Context: an optimization exercise on an open-source flow, tuned for small area, a short achievable clock period and few clock cycles. The choices shown serve that exercise and are no tape-out recipe. The RTL was checked by simulation tests, not by an equivalence proof against the original design. Power is estimated from default activity; no workload was simulated.

==> design.v <==
module trpx_prolix_dec (
    input  wire        clk,
    input  wire        rst,
    input  wire        start,
    output wire        start_ready,
    input  wire [6:0]  cfg_block,      
    input  wire        cfg_signed,     
    input  wire [6:0]  cfg_pb,         
    input  wire [15:0] cfg_n,          
    input  wire [1:0]  cfg_dwc,        
    input  wire        cfg_dsigned,    
    input  wire        cfg_clamp_en,   
    input  wire [21:0] cfg_limit,      
    input  wire        in_valid,
    output wire        in_ready,
    input  wire [31:0] in_data,
    output wire        out_valid,
    input  wire        out_ready,
    output wire [63:0] out_data,
    output reg         done,
    output reg  [2:0]  done_err,       
    output reg  [21:0] done_bits       
);
    localparam S_HDR   = 2'd0;
    localparam S_BODY  = 2'd1;
    localparam S_DRAIN = 2'd2;
    localparam S_FIN   = 2'd3;
    reg         idle;
    reg  [1:0]  st;
    reg  [5:0]  blk;
    reg         sgn;
    reg  [1:0]  dwc;
    reg         dsgn;
    reg  [15:0] rem;           
    reg  [5:0]  bl;            
    reg         first;         
    reg         hi;            
    reg  [6:0]  s;             
    reg  [3:0]  hlen;          
    reg  [22:0] avail;         
    reg         in_rdy;
    reg  [31:0] q0, q1, q2;
    reg  [1:0]  nw;            
    reg  [4:0]  ptr;           
    reg         ffirst;
    reg  [12:0] prod;          
    reg         fv;
    reg  [63:0] fd;
    reg  [6:0]  fs;
    reg         ov;
    reg  [63:0] od;
    assign start_ready = idle;
    assign in_ready    = in_rdy;
    assign out_valid   = ov;
    assign out_data    = od;
    wire [63:0] pair = {q1, q0};
    wire [31:0] win  = pair >> ptr;
    wire [6:0]  bufbits = {nw, 5'd0} - {2'd0, ptr};
    wire        more    = !avail[22] && (avail[21:0] > {15'd0, bufbits});            
    wire        more1   = !avail[22] && (avail[21:0] > {15'd0, bufbits} + 22'd32);   
    wire        a_ge1  = (avail != 22'd0);
    wire        a_ge4  = (avail[21:2] != 20'd0);
    wire        a_ge6  = (avail[21:3] != 19'd0) || (avail[2:0] >= 3'd6);
    wire        a_ge12 = (avail[21:4] != 18'd0) || (avail[3:0] >= 4'd12);
    reg         h_trunc, h_err6;
    reg  [6:0]  h_s;
    reg  [3:0]  h_len;
    always @(*) begin
        h_trunc = 1'b0;
        h_err6  = 1'b0;
        h_s     = s;
        h_len   = 4'd1;
        if (!a_ge1) begin
            h_trunc = 1'b1;
        end else if (win[0]) begin
            h_s   = s;
            h_len = 4'd1;
        end else if (!a_ge4) begin
            h_trunc = 1'b1;
        end else if (win[3:1] != 3'd7) begin
            h_s   = {4'd0, win[3:1]};
            h_len = 4'd4;
        end else if (!a_ge6) begin
            h_trunc = 1'b1;
        end else if (win[5:4] != 2'd3) begin
            h_s   = 7'd7 + {5'd0, win[5:4]};
            h_len = 4'd6;
        end else if (!a_ge12) begin
            h_trunc = 1'b1;
        end else begin
            h_s    = 7'd10 + {1'b0, win[11:6]};
            h_len  = 4'd12;
            h_err6 = (win[11:6] >= 6'd55);
        end
    end
    wire [5:0]  nb = (rem < {10'd0, blk}) ? rem[5:0] : blk;
    wire        big  = (s > 7'd32);
    wire [5:0]  need = big ? (hi ? {1'b0, s[5:0] - 6'd32} : 6'd32) : s[5:0];
    wire [31:0] nmask = ~({32{1'b1}} << need);
    wire [31:0] fpart = win & nmask;
    wire [5:0]  fneed = (fs > 7'd32) ? 6'd32 : fs[5:0];    
    wire [12:0] rest  = (bl * s) - {7'd0, need};
    wire        kill  = ffirst && (avail[22] ||
                                  ((avail[21:12] == 10'd0) && (prod > {1'b0, avail[11:0]})));
    wire        out_ld   = !ov || out_ready;
    wire        ds_ready = !fv || out_ld;
    wire        hdr_go  = (st == S_HDR) && !idle && !kill && ((bufbits >= 7'd12) || !more);
    wire        body_go = (st == S_BODY) && !idle && !kill && ds_ready &&
                          ((bufbits >= {1'b0, need}) || !more);
    wire        hdr_ok  = hdr_go && !h_trunc && !h_err6;
    wire        body_end = body_go && !(big && !hi);    
    wire        in_fire = in_valid && in_rdy;
    wire        draining = (st == S_DRAIN);
    wire [5:0]  psum_h = {1'b0, ptr} + {2'd0, h_len};
    wire [5:0]  psum_b = {1'b0, ptr} + need;
    wire        drop = hdr_ok ? psum_h[5] : (body_go && psum_b[5]);
    wire [63:0] m    = ~({64{1'b1}} << fs);            
    wire        neg  = sgn && ((fd & ~(m >> 1)) != 64'd0);
    wire [63:0] ext  = fd | ({64{neg}} & ~m);
    wire [63:0] zin  = ~fd & m;                       
    reg         hor_u, hor_s, und;
    reg  [63:0] dmask;                                
    always @(*) begin
        case (dwc)
            2'd0: begin hor_u = |fd[63:8];  hor_s = |fd[63:7];  und = |zin[63:7];  dmask = 64'h0000_0000_0000_00FF; end
            2'd1: begin hor_u = |fd[63:16]; hor_s = |fd[63:15]; und = |zin[63:15]; dmask = 64'h0000_0000_0000_FFFF; end
            2'd2: begin hor_u = |fd[63:32]; hor_s = |fd[63:31]; und = |zin[63:31]; dmask = 64'h0000_0000_FFFF_FFFF; end
            default: begin hor_u = 1'b0;    hor_s = fd[63];     und = 1'b0;        dmask = 64'hFFFF_FFFF_FFFF_FFFF; end
        endcase
    end
    wire        sat  = dsgn ? (neg ? und : hor_s) : hor_u;
    wire [63:0] satv = dsgn ? (neg ? ~(dmask >> 1) : (dmask >> 1)) : dmask;
    wire [63:0] y    = sat ? satv : ext;
    reg  [2:0]  cerr;
    always @(*) begin
        if (cfg_block == 7'd0 || cfg_block > 7'd32)                 cerr = 3'd1;
        else if (cfg_pb == 7'd0 || cfg_pb > 7'd32)                  cerr = 3'd2;
        else if (cfg_signed && !cfg_dsigned)                        cerr = 3'd3;
        else if (!cfg_clamp_en && ((cfg_dwc == 2'd0 && cfg_pb > 7'd8) ||
                                   (cfg_dwc == 2'd1 && cfg_pb > 7'd16))) cerr = 3'd4;
        else                                                        cerr = 3'd0;
    end
    wire        drain_n = draining || kill || (hdr_go && !hdr_ok) ||
                          (body_end && bl == 6'd1 && rem == 16'd0);
    wire [1:0]  nw_keep = nw - {1'b0, drop};
    wire        room0 = (nw_keep != 2'd3);      
    wire        room1 = (nw_keep[1] == 1'b0);   
    wire        rdy0  = more  && (drain_n || room0);
    wire        rdy1  = more1 && (drain_n || room1);
    always @(posedge clk) begin
        if (rst) begin
            idle   <= 1'b1;
            st     <= S_FIN;
            in_rdy <= 1'b0;
            fv     <= 1'b0;
            ov     <= 1'b0;
            ffirst <= 1'b0;
            done   <= 1'b0;
        end else begin
            done   <= 1'b0;
            ffirst <= body_go && first && !hi;
            if (out_ld) begin
                ov <= fv && !kill;
                od <= y;
            end
            if (body_go) begin
                if (big && !hi) begin
                    fd[31:0] <= win;
                    fv       <= 1'b0;
                end else if (big) begin
                    fd[63:32] <= fpart;
                    fv        <= 1'b1;
                end else begin
                    fd <= {32'd0, fpart};
                    fv <= 1'b1;
                end
                fs <= s;
            end else if (kill || out_ld) begin
                fv <= 1'b0;
            end
            if (idle) begin
                blk   <= cfg_block[5:0];
                sgn   <= cfg_signed;
                dwc   <= cfg_dwc;
                dsgn  <= cfg_dsigned;
                rem   <= cfg_n;
                avail <= {1'b0, cfg_limit};
                s     <= 7'd0;
                done_bits <= 22'd0;
                nw    <= 2'd0;
                ptr   <= 5'd0;
                done_err <= cerr;
                in_rdy <= start && (cerr == 3'd0) && (cfg_limit != 22'd0);
                if (start) begin
                    idle <= 1'b0;
                    st   <= (cerr != 3'd0) ? S_FIN : (cfg_n == 16'd0) ? S_DRAIN : S_HDR;
                end
            end else begin
                in_rdy <= in_fire ? rdy1 : rdy0;
                if (draining) begin
                    if (in_fire)
                        avail <= (avail > 23'd32) ? avail - 23'd32 : 23'd0;
                end else begin
                    if (hdr_ok)       ptr <= psum_h[4:0];
                    else if (body_go) ptr <= psum_b[4:0];
                    nw  <= nw_keep + {1'b0, in_fire};
                    if (in_fire && (drop ? nw == 2'd1 : nw == 2'd0)) q0 <= in_data;
                    else if (drop)                                   q0 <= q1;
                    if (in_fire && (drop ? nw == 2'd2 : nw == 2'd1)) q1 <= in_data;
                    else if (drop)                                   q1 <= q2;
                    if (in_fire && (drop ? nw == 2'd3 : nw == 2'd2)) q2 <= in_data;
                end
                if (hdr_go) begin
                    if (h_trunc) begin
                        done_err <= 3'd5;
                        st       <= S_DRAIN;
                    end else if (h_err6) begin
                        done_err <= 3'd6;
                        st       <= S_DRAIN;
                    end else begin
                        s         <= h_s;
                        hlen      <= h_len;
                        avail     <= avail - {19'd0, h_len};
                        done_bits <= done_bits + {18'd0, h_len};
                        first     <= 1'b1;
                        hi        <= 1'b0;
                        bl        <= nb;
                        rem       <= rem - {10'd0, nb};
                        st        <= S_BODY;
                    end
                end
                if (body_go) begin
                    avail     <= avail - {17'd0, need};
                    done_bits <= done_bits + {16'd0, need};
                    if (big && !hi) begin
                        hi <= 1'b1;
                    end else begin
                        hi    <= 1'b0;
                        first <= 1'b0;
                        bl    <= bl - 6'd1;
                        if (bl == 6'd1)
                            st <= (rem == 16'd0) ? S_DRAIN : S_HDR;
                    end
                end
                if (kill) begin
                    done_err  <= 3'd5;
                    done_bits <= done_bits - {18'd0, hlen} - {16'd0, fneed};
                    st        <= S_DRAIN;
                end
                if (draining && !more)
                    st <= S_FIN;
                if (st == S_FIN && !fv && (!ov || out_ready)) begin
                    done <= 1'b1;
                    idle <= 1'b1;
                end
            end
        end
    end
    always @(posedge clk)
        prod <= rest;
endmodule
==> run.sh <==
#!/bin/bash
# synth_recipe.tcl (not shown) runs the flow's synth.tcl, then flattens the netlist and writes it again
# the make line also repeats each setting of config.mk as NAME=value (left out here)
make -C /OpenROAD-flow-scripts/flow DESIGN_CONFIG=/design/flow/config.mk WORK_HOME=/design/flow/orfs CLKGATE_MAP_FILE= SYNTH_SCRIPT=/design/flow/synth_recipe.tcl finish
==> config.mk <==
export PLATFORM = sky130hd
export DESIGN_NAME = trpx_prolix_dec
export DESIGN_NICKNAME = trpx_prolix_dec
export VERILOG_FILES = /design/flow/design.v
export SDC_FILE = /design/flow/constraint.sdc
export NUM_CORES = 4
export LEC_CHECK = 0
export CAP_MARGIN = 20
export CORE_MARGIN = 5
export CORE_UTILIZATION = 25
export PLACE_DENSITY = 0.45
export SLEW_MARGIN = 20
==> constraint.sdc <==
create_clock -name core_clock -period 13.0 [get_ports {clk}]
set_input_delay 2.6000 -clock core_clock [delete_from_list [all_inputs] [get_ports {clk}]]
set_output_delay 2.6000 -clock core_clock [all_outputs]
set_load 0.01 [all_outputs]
==> results.txt <==
Yosys cell counts (all sizes together), types with 10 or more instances:
cell type	number	share of area [%]
edfxtp	331	38
nand2	262	3.8
nor2	199	2.9
a21oi	194	3.7
o21ai	161	3.1
inv	144	2.1
ha	122	5.9
clkbuf	108	1.6
mux2	102	4.4
mux2i	81	3.1
xnor2	61	2.0
buf	58	1.2
nor3	53	1.1
and2	50	1.2
nand3	47	0.90
a211oi	42	1.2
a21o	39	1.1
mux4	39	3.4
nor4	39	0.94
xor2	35	1.2
fa	34	2.6
a31oi	32	0.77
a22oi	24	0.69
nor2b	24	0.58
o22ai	24	0.58
nand4	22	0.53
o211ai	22	0.63
dfxtp	21	1.6
and3	19	0.46
or3	19	0.46
o21a	17	0.49
a21boi	15	0.43
or4	15	0.43
or2	14	0.34
nand2b	13	0.31
o221ai	13	0.44
a2111oi	12	0.40
a32oi	11	0.37
a221oi	10	0.34
o31ai	10	0.29
per-stage QoR:
stage / power (uW) / hold slack, ps
2_1_floorplan: 2010 / 424
4_1_cts: 3800 / 527
3_3_place_gp: 2340 / 528
3_5_place_dp: 2340 / 531
5_1_grt: 3950 / 550
6_report: 3750 / 525
worst max-delay path by stage:
stage / slack [ps] / start / to / cells after the start
global placement: 5900 / s[2]$_SDFFCE_PP0P_ / done_bits[19]$_SDFFCE_PP0P_ / 26
detailed placement: 5720 / s[2]$_SDFFCE_PP0P_ / done_bits[19]$_SDFFCE_PP0P_ / 26
finish: 5680 / s[2]$_SDFFCE_PP0P_ / done_bits[19]$_SDFFCE_PP0P_ / 26
CTS: 5660 / s[2]$_SDFFCE_PP0P_ / done_bits[19]$_SDFFCE_PP0P_ / 26
floorplan: 5480 / ptr[2]$_SDFFCE_PP0P_ / fd[0]$_DFFE_PP_ / 19
global route: 5070 / s[2]$_SDFFCE_PP0P_ / done_bits[21]$_SDFFCE_PP0P_ / 26
metal layers:
metal | up-vias | track usage [%]
met5 | - | 0
met4 | 0 | 4.84
met3 | 154 | 2.32
met2 | 779 | 25.7
met1 | 10700 | 23.1
li1 | 10200 | -
worst reg2reg max path: stages, from the launching register on:
cell and delay, ps:
edfxtp_1 630, or3_1 500, or3_1 350, a21o_1 430, nand2b_1 390, nand2_1 290
ha_1 370, a21boi_0 130, o21a_1 170, o21ai_0 140, a21oi_1 90, nor4_1 480
or3_1 200, buf_4 370, nand2_1 120, a21boi_0 190, ha_1 260, a21o_1 160
a21oi_1 230, o21bai_1 120, a21oi_1 250, nor2b_1 70, o211ai_1 500, nor3b_1 180
o22ai_1 210, xor2_1 160, nor2_1 50
report_power, final:
| part | internal (uW) | switching [uW] |
|---|---|---|
| Combinational | 387 | 531 |
| Sequential | 1330 | 70.8 |
| Clock | 889 | 542 |
kinds of logic (layout without fill, tap and decap cells):
logic type / count (synthesis) / in the layout / share of synthesized area [%]
flip-flops: 352 / 352 / 39.7
adder cells (fa/ha/maj): 161 / 161 / 8.66
buffers and inverters: 313 / 465 / 4.85
multiplexers: 222 / 222 / 10.9
AO/OA/AOI/OAI: 720 / 720 / 18.0
AND/OR/NAND/NOR: 800 / 800 / 14.6
XOR/XNOR: 96 / 96 / 3.23
other: 0 / 1 / 0
sequential cells by signal (all words and copies together), names as in the netlist, 2 cells and up:
name       flops
hlen           4
fs             7
done_bits     22
s              7
st             2
rem           16
nw             2
od            64
avail         23
ptr            5
dwc            2
bl             6
fd            64
blk            6
done_err       3
prod          13
q2            32
q1            32
q0            32
placed cells by master, fill, tap and decap left out, types with 48 or more instances in the layout:
master,netlist,routed
xnor2_1,61,61
mux2_2,95,95
ha_1,122,122
clkdlybuf4s50_1,0,186
edfxtp_1,331,331
and2_1,50,50
a21oi_1,194,192
nor3_1,52,49
inv_1,143,143
mux2i_1,81,80
o21ai_0,160,159
nand2_1,262,262
clkbuf_16,0,48
nor2_1,198,197
area by class of cell:
type                       count  area [um2]
fill                       10800       72400
inverter                     147         552
clock inverter                25         403
sequential                   352       10400
antenna                        1        2.50
clock buffer                  60        1300
tap                         1380        1730
multi-input combinational   1999       14500
timing repair buffer         233        2250
==> key figures <==
Synth
  • Most used DFF post-synth: edfxtp_1
  • Register area share after synthesis: around 40%
  • Mapped cell area: 0.0261 mm2
  • Gate Count Post-Synth: 2,664
  • Ys Warns: 1
  • Syn nets: 2,914
  • Post-synth cell types: 86
  • Synthesis-stage register bit count: 352
  • Async set-reset flop share out of synthesis: 0%
  • Post-synthesis average cell area: 9.79 um2
  • EDFF count, synth: between 300 and 400

Critical path
  • Worst R2R End: done_bits[19]$_SDFFCE_PP0P_
  • Worst path required time: 13,330 ps
  • Worst Setup End Kind: register
  • R2r worst-path depth: 26
  • CP arrival: 7650 ps
  • Critical R2R Launch: s[2]$_SDFFCE_PP0P_
  • Max Fanout on Critical Path: 30
  • CP delay by family, top: compound AO/OA/AOI/OAI gates
  • Slowest CP cell: edfxtp_1
  • Startpoint types: register
  • Crit path largest cell delay: 630 ps
  • Crit path buffers/inverters: 1
  • Crit Path Category: reg -> reg
  • Setup slack, reg-to-reg: roughly 5700 ps

Routing
  • Top routing layer in use: met4
  • WL/cell: around 22 um
  • Remaining antenna violation count: 0
  • Met2 WL post-DR: between 40,000 and 50,000 um
  • Met3 Wirelength: ~5400 um
  • First-pass DRT Iterations: 5
  • DRT met1 WL: 43,100 um
  • 1st-iter DRT viols: 2,076
  • Vias post-DR: 21,900
  • Vias per inst: between 5 and 6
  • Remaining DRCs: 0
  • Final wirelength: 94,000 um

Clocking
  • Post-CTS Setup Bufs: 0
  • CTS tree: done
  • Resized cells post-CTS: 0
  • H-tree depth: 2
  • CTS buffer count: 47
  • Root Buffer: clkbuf_16
  • Worst-path clk slew: ~60 ps
  • Clk Latency, worst-skew pair: 620 ps
  • Bufs on Longest Clock Path: 3
  • Hold buffer count at cts: 0
  • CTS Sinks: 352

Floorplanning
  • Core area: about 0.10 mm2
  • Die Wd: between 300 and 400 um
  • Initial Util: 25.2%
  • I/O pin cnt: approximately 190
  • Die Y: 333 um
  • Die area: 0.111 mm2
  • Num rows: 118

STA
  • RSZ-0062 raised after global routing: no
  • PnR worst setup slack: roughly 5700 ps
  • # setup viols final: 0
  • Tmin final: roughly 7300 ps
  • Slew HR: 25.3%
  • Pins over their slew limit: 0
  • Setup TNS: 0 ps
  • Final hold vios: 0
  • Fmax: approximately 140 MHz
  • Clock Skew: 32.1 ps
  • Fin crit share: 56.3%
  • Worst slew pin tran: 1110 ps

Power
  • VDD IR-drop max: between 80 and 90 uV
  • LEAKAGE: 0.0113 uW
  • Pwr/cell area: 120 mW/mm2

Hold path
  • Hold EP: q1[1]$_DFFE_PP_
  • Hold Path Class: reg -> reg
  • Hold path cells: 1
  • HP Start: q2[1]$_DFFE_PP_

GRT
  • GRT Util Overall: 16.2%
  • Vias in the first global route: roughly 21,000
  • Initial antenna violation count: 1
  • Largest net degree at the start of global routing: 86
  • First-pass GRT wire length: 141,000 um
  • Gr ovfl total: 0

Placed design
  • Placement-stage cell area: slightly below 0.03 mm2
  • Port bufs: roughly 190
  • DP Wirelength: 71,200 um
  • GPL Wtd Cong: 0.947
  • Dpl cells: 4,109
  • Pre-CTS WS: 5720 ps

Cells and area
  • Nets: 3,030
  • Layout area overhead: 19.4%
  • Post-Layout Cell Count: between 4,000 and 5,000
  • Layout cell share with drive strength beyond 1: about a tenth
  • Design Area, Final: 0.0311 mm2
  • Final Core Density: between 30% and 40%

Flow run
  • Max-cap check violation count: 0

Outcome
  • Status: timing/DRC/antenna clean
Testbench counts, summed over its fixed seeds: cycles 10,172.

## port drivers added, routing unchanged
Ports are ideal in the flow. The routed layout listed here was re-timed in OpenROAD. Step 1, drivers: a clkbuf_16 drives clk and a buf_2 each remaining input, both assumed. Step 2 times the ports against the registers' clock, not the clock port: input delays grow and output delays shrink by t, the midpoint of the rising clock arrivals with the driver on. Three values: no drivers, after step 1, after step 2; two values: the first two.
shift t [ns]: 0.671
setup WS [ns]: 5.680 / 5.680 / 5.680
slew at the worst register clock pin (ns): 0.06 / 0.06
worst data-port slew with drivers (ns): 0.08
After both steps setup and hold are still met in this run. For this run, drivers alone change the setup slack by 0.000 ns; drivers and shift together by 0.000 ns.
